This is an optimization exercise on Yosys and OpenROAD, whose aim is small area, a short achievable clock period and few clock cycles per item, not a production implementation. In this exercise RTL edits were held to simulation tests only and were not proved equivalent to the original.

==> juniper: inputs <==
## perm_table_builder
module perm_table_builder (
    input  wire        clk,
    input  wire        rst,       
    input  wire        start,     
    input  wire [63:0] seed,      
    input  wire [7:0]  rd_addr,
    output wire [7:0]  rd_data,   
    output reg         busy,
    output reg         valid
);
make LEC_CHECK=0 CAP_MARGIN=20 CORE_MARGIN=2 CORE_UTILIZATION=42 CTS_CLUSTER_DIAMETER=95 CTS_CLUSTER_SIZE=26 PLACE_DENSITY=0.55 SETUP_SLACK_MARGIN=5 SLEW_MARGIN=20 SYNTH_HIERARCHICAL=1 SYNTH_MINIMUM_KEEP_SIZE=0 finish   # period 13.5 ns
run.sh (not shown) runs the stock make flow with config.mk's settings and CLKGATE_MAP_FILE= SYNTH_SCRIPT=/design/flow/synth_recipe.tcl, a recipe that flattens the netlist after the stock synthesis.
==> yarrow (differences from juniper) <==
--- a/flow/design.v
+++ b/flow/design.v
@@ -9114,44 +9114,37 @@
     wire [8:0] df5_3B = rs5_3B - dd5;
     wire [7:0] rn5_3B = ge5_3B ? df5_3B[7:0] : rs5_3B[7:0];
     always @(posedge clk) rm5B <= rn5_3B;
     wire [7:0] ja   = rm5A;
     wire [7:0] jb   = rm5B;
     wire [7:0] i    = 8'd15 - o;
     wire [7:0] i1   = i - 8'd1;
     wire       swp  = busy && n >= 9'd8;
-    function [3:0] tab;                              
-        input kb, kb1, ob, ob1;
-        integer xy;
-        reg ai, ai1;
-        begin
-            for (xy = 0; xy < 4; xy = xy + 1) begin
-                ai  = xy[1];
-                ai1 = xy[0];
-                tab[xy] = ai ^ ob ^ kb ^ (kb1 ? (ai1 & ob1) : (ai1 | ob1));
-            end
-        end
-    endfunction
+    wire [7:0] av = rd_addr & {8{valid}};
+    wire [7:0] bx = valid ? o : ja ^ o;              
+    wire [7:0] gj = valid ? 8'd0 : ja & o;           
+    wire [7:0] bp = valid ? o : ja | o;              
+    wire [7:0] x, g, p;
     genvar q, b;
-    wire [1:0] en0;
-    wire [3:0] en [1:7];
     generate
-        for (q = 0; q < 2; q = q + 1) begin : g_e0
-            wire d1 = valid ? ~o[0] ^ q[0] : ja[0] ^ o[0] ^ q[0];
-            wire d0 = valid ?  o[0] ^ q[0] : ja[0] ^ o[0] ^ q[0];
-            mux2 u (.s(rd_addr[0]), .d0(d0), .d1(d1), .y(en0[q]));
+        for (b = 0; b < 8; b = b + 1) begin : g_xgp
+            xor2 ux (.a(av[b]), .b(bx[b]), .y(x[b]));
+            ao21 ug (.a1(av[b]), .a2(o[b]), .b(gj[b]), .y(g[b]));
+            or2  up (.a(av[b]), .b(bp[b]), .y(p[b]));
         end
+    endgenerate
+    wire [1:0] en0 = {~x[0], x[0]};
+    wire [3:0] en [1:7];
+    generate
         for (b = 1; b < 8; b = b + 1) begin : g_e
-            for (q = 0; q < 4; q = q + 1) begin : g_k
-                wire [3:0] tv = tab(q[1], q[0], o[b], o[b-1]);
-                wire [3:0] tj = tab(q[1], q[0], o[b], o[b-1]) >> {ja[b], ja[b-1]};
-                wire [3:0] d  = valid ? tv : {4{tj[0]}};
-                lut2 u (.s1(rd_addr[b]), .s0(rd_addr[b-1]), .d(d), .y(en[b][q]));
-            end
+            xor2  u0 (.a(x[b]), .b(p[b-1]), .y(en[b][0]));
+            xor2  u1 (.a(x[b]), .b(g[b-1]), .y(en[b][1]));
+            xnor2 u2 (.a(x[b]), .b(p[b-1]), .y(en[b][2]));
+            xnor2 u3 (.a(x[b]), .b(g[b-1]), .y(en[b][3]));
         end
     endgenerate
     wire [7:0]  ga;                                  
     wire [15:0] gb;                                  
     wire [7:0]  gc;                                  
     generate
         for (q = 0; q < 8; q = q + 1) begin : g_ga
             nor3 u (.a(en0[q & 1]), .b(en[1][q & 3]), .c(en[2][(q >> 1) & 3]), .y(ga[q]));
@@ -9295,22 +9288,16 @@
     assign y = ~(a & b & c & d);
 endmodule
 module nand2 (input wire a, input wire b, output wire y);
     assign y = ~(a & b);
 endmodule
 module nor2 (input wire a, input wire b, output wire y);
     assign y = ~(a | b);
 endmodule
-module mux2 (input wire s, input wire d0, input wire d1, output wire y);
-    assign y = s ? d1 : d0;
-endmodule
-module lut2 (input wire s1, input wire s0, input wire [3:0] d, output wire y);
-    assign y = s1 ? (s0 ? d[3] : d[2]) : (s0 ? d[1] : d[0]);
-endmodule
 module nor3 (input wire a, input wire b, input wire c, output wire y);
     assign y = ~(a | b | c);
 endmodule
 module nand3 (input wire a, input wire b, input wire c, output wire y);
     assign y = ~(a & b & c);
 endmodule
 module or2 (input wire a, input wire b, output wire y);
     assign y = a | b;
CORE_UTILIZATION = 38   (was 42)
CTS_CLUSTER_DIAMETER = 100   (was 95)
CTS_CLUSTER_SIZE = 30   (was 26)
PLACE_DENSITY = 0.5   (was 0.55)
==> comparison table <==
	juniper	yarrow
Outcome	finished clean	finished clean
Total of plain and repair buffers excluding clock buffers	1,000	953
R2R Setup Slk	5.15 ns	5.09 ns
Portion of the post-synthesis area used by sequential elements	24.3%	24.4%
Data arrival, critical path	6.02 ns	6.06 ns
Detailed-route vias per instance	7.09	6.92
Proportion of cell area occupied by multi-input gates	67.9%	68.1%
Max-slew headroom at the worst pin	13.6%	12.4%
Post-route clock skew	0.141 ns	0.142 ns
X dimension of the die	739 um	775 um
Ant diodes	49	23
Portion of the layout cell area used by clock cells	2.26%	2.10%
Worst path depth	19	21
Adder-cell share of the synthesized area	34.1%	34.3%
Testbench counts of juniper, summed over its fixed seeds: cycles 4,384, builds 32.
Testbench counts of yarrow, summed over its fixed seeds: cycles 4,384, builds 32.

---

==> 07-17: inputs <==
perm_table_builder again, from the RTL that the note above started with.
==> flow/config.mk <==
export PLATFORM = sky130hd
export DESIGN_NAME = perm_table_builder
export DESIGN_NICKNAME = perm_table_builder
export VERILOG_FILES = /design/flow/design.v
export SDC_FILE = /design/flow/constraint.sdc
export NUM_CORES = 8
export LEC_CHECK = 0
export CAP_MARGIN = 20
export CORE_MARGIN = 2
export CORE_UTILIZATION = 38
export CTS_CLUSTER_DIAMETER = 90
export CTS_CLUSTER_SIZE = 24
export PLACE_DENSITY = 0.5
export SETUP_SLACK_MARGIN = 5
export SLEW_MARGIN = 20
export SYNTH_HIERARCHICAL = 1
export SYNTH_MINIMUM_KEEP_SIZE = 0
==> flow/constraint.sdc <==
create_clock -name core_clock -period 13.5 [get_ports {clk}]
set_input_delay 2.7000 -clock core_clock [delete_from_list [all_inputs] [get_ports {clk}]]
set_output_delay 2.7000 -clock core_clock [all_outputs]
set_load 0.01 [all_outputs]
==> 02-11: changes against 07-17 <==
--- a/flow/design.v
+++ b/flow/design.v
@@ -9114,44 +9114,37 @@
     wire [8:0] df5_3B = rs5_3B - dd5;
     wire [7:0] rn5_3B = ge5_3B ? df5_3B[7:0] : rs5_3B[7:0];
     always @(posedge clk) rm5B <= rn5_3B;
     wire [7:0] ja   = rm5A;
     wire [7:0] jb   = rm5B;
     wire [7:0] i    = 8'd15 - o;
     wire [7:0] i1   = i - 8'd1;
     wire       swp  = busy && n >= 9'd8;
-    function [3:0] tab;                              
-        input kb, kb1, ob, ob1;
-        integer xy;
-        reg ai, ai1;
-        begin
-            for (xy = 0; xy < 4; xy = xy + 1) begin
-                ai  = xy[1];
-                ai1 = xy[0];
-                tab[xy] = ai ^ ob ^ kb ^ (kb1 ? (ai1 & ob1) : (ai1 | ob1));
-            end
-        end
-    endfunction
+    wire [7:0] av = rd_addr & {8{valid}};
+    wire [7:0] bx = valid ? o : ja ^ o;              
+    wire [7:0] gj = valid ? 8'd0 : ja & o;           
+    wire [7:0] bp = valid ? o : ja | o;              
+    wire [7:0] x, g, p;
     genvar q, b;
-    wire [1:0] en0;
-    wire [3:0] en [1:7];
     generate
-        for (q = 0; q < 2; q = q + 1) begin : g_e0
-            wire d1 = valid ? ~o[0] ^ q[0] : ja[0] ^ o[0] ^ q[0];
-            wire d0 = valid ?  o[0] ^ q[0] : ja[0] ^ o[0] ^ q[0];
-            mux2 u (.s(rd_addr[0]), .d0(d0), .d1(d1), .y(en0[q]));
+        for (b = 0; b < 8; b = b + 1) begin : g_xgp
+            xor2 ux (.a(av[b]), .b(bx[b]), .y(x[b]));
+            ao21 ug (.a1(av[b]), .a2(o[b]), .b(gj[b]), .y(g[b]));
+            or2  up (.a(av[b]), .b(bp[b]), .y(p[b]));
         end
+    endgenerate
+    wire [1:0] en0 = {~x[0], x[0]};
+    wire [3:0] en [1:7];
+    generate
         for (b = 1; b < 8; b = b + 1) begin : g_e
-            for (q = 0; q < 4; q = q + 1) begin : g_k
-                wire [3:0] tv = tab(q[1], q[0], o[b], o[b-1]);
-                wire [3:0] tj = tab(q[1], q[0], o[b], o[b-1]) >> {ja[b], ja[b-1]};
-                wire [3:0] d  = valid ? tv : {4{tj[0]}};
-                lut2 u (.s1(rd_addr[b]), .s0(rd_addr[b-1]), .d(d), .y(en[b][q]));
-            end
+            xor2  u0 (.a(x[b]), .b(p[b-1]), .y(en[b][0]));
+            xor2  u1 (.a(x[b]), .b(g[b-1]), .y(en[b][1]));
+            xnor2 u2 (.a(x[b]), .b(p[b-1]), .y(en[b][2]));
+            xnor2 u3 (.a(x[b]), .b(g[b-1]), .y(en[b][3]));
         end
     endgenerate
     wire [7:0]  ga;                                  
     wire [15:0] gb;                                  
     wire [7:0]  gc;                                  
     generate
         for (q = 0; q < 8; q = q + 1) begin : g_ga
             nor3 u (.a(en0[q & 1]), .b(en[1][q & 3]), .c(en[2][(q >> 1) & 3]), .y(ga[q]));
@@ -9295,22 +9288,16 @@
     assign y = ~(a & b & c & d);
 endmodule
 module nand2 (input wire a, input wire b, output wire y);
     assign y = ~(a & b);
 endmodule
 module nor2 (input wire a, input wire b, output wire y);
     assign y = ~(a | b);
 endmodule
-module mux2 (input wire s, input wire d0, input wire d1, output wire y);
-    assign y = s ? d1 : d0;
-endmodule
-module lut2 (input wire s1, input wire s0, input wire [3:0] d, output wire y);
-    assign y = s1 ? (s0 ? d[3] : d[2]) : (s0 ? d[1] : d[0]);
-endmodule
 module nor3 (input wire a, input wire b, input wire c, output wire y);
     assign y = ~(a | b | c);
 endmodule
 module nand3 (input wire a, input wire b, input wire c, output wire y);
     assign y = ~(a & b & c);
 endmodule
 module or2 (input wire a, input wire b, output wire y);
     assign y = a | b;
Settings changed: SETUP_SLACK_MARGIN 5 to 4.5.
==> qor summary <==
metric                                                                 07-17       02-11
Outcome                                             timing/DRC/antenna clean  timing/DRC/antenna clean
Register area share after synthesis                                   24.29%      24.43%
Number of antenna repair diodes                                           29          10
Multi-In Gates                                                        17,662      17,563
Number of cells traversed by the worst register-to-register path          17          18
X dimension of the die                                              777.1 um    774.9 um
Number of CTS-inserted buffers                                           183         177
Distinct cell type count of the synthesized netlist                      103         106
Largest driver fanout on the critical path                                 9          11
Final cell utilization of the core                                    43.10%      42.45%
Compound-cell area share of the yosys netlist                         22.03%      22.08%
Average instance area after synthesis                              10.54 um2   10.58 um2
Multiplexer share of the synthesized area                             1.536%      1.175%
Data arrival time at the worst-slack endpoint                        5.92 ns     6.38 ns
Testbench counts of 07-17, summed over its fixed seeds: cycles 4,384, builds 32.
Testbench counts of 02-11, summed over its fixed seeds: cycles 4,384, builds 32.

## separate check: timing with driven ports
Ports are ideal in the flow. The routed layouts listed here were re-timed in OpenROAD.
Step 1 (the two cells are an assumption about what drives the block):
set clk [get_ports {clk}]
set_driving_cell -lib_cell sky130_fd_sc_hd__clkbuf_16 $clk
set_driving_cell -lib_cell sky130_fd_sc_hd__buf_2 [delete_from_list [all_inputs] $clk]
Step 2 times the ports against the registers' clock, not the clock port: input delays grow and output delays shrink by t, the midpoint of the rising clock arrivals with the driver on.
a / b / c = ideal / step 1 / step 2; a / b = the first two.
run	shift t [ns]	setup slack, ns	hold slack, ns	pins driven straight from the clock port
juniper	1.103	4.780 / 4.585 / 4.585	0.310 / 0.310 / 0.310	1
yarrow	1.096	4.741 / 4.705 / 4.705	0.272 / 0.272 / 0.272	1
07-17	1.150	4.883 / 4.756 / 4.756	0.331 / 0.331 / 0.331	1
02-11	1.071	4.422 / 4.395 / 4.395	0.314 / 0.314 / 0.314	1
After both steps every run listed still meets setup and hold. For juniper, which loses most, drivers alone change the setup slack by -0.195 ns; drivers and shift together by -0.195 ns.
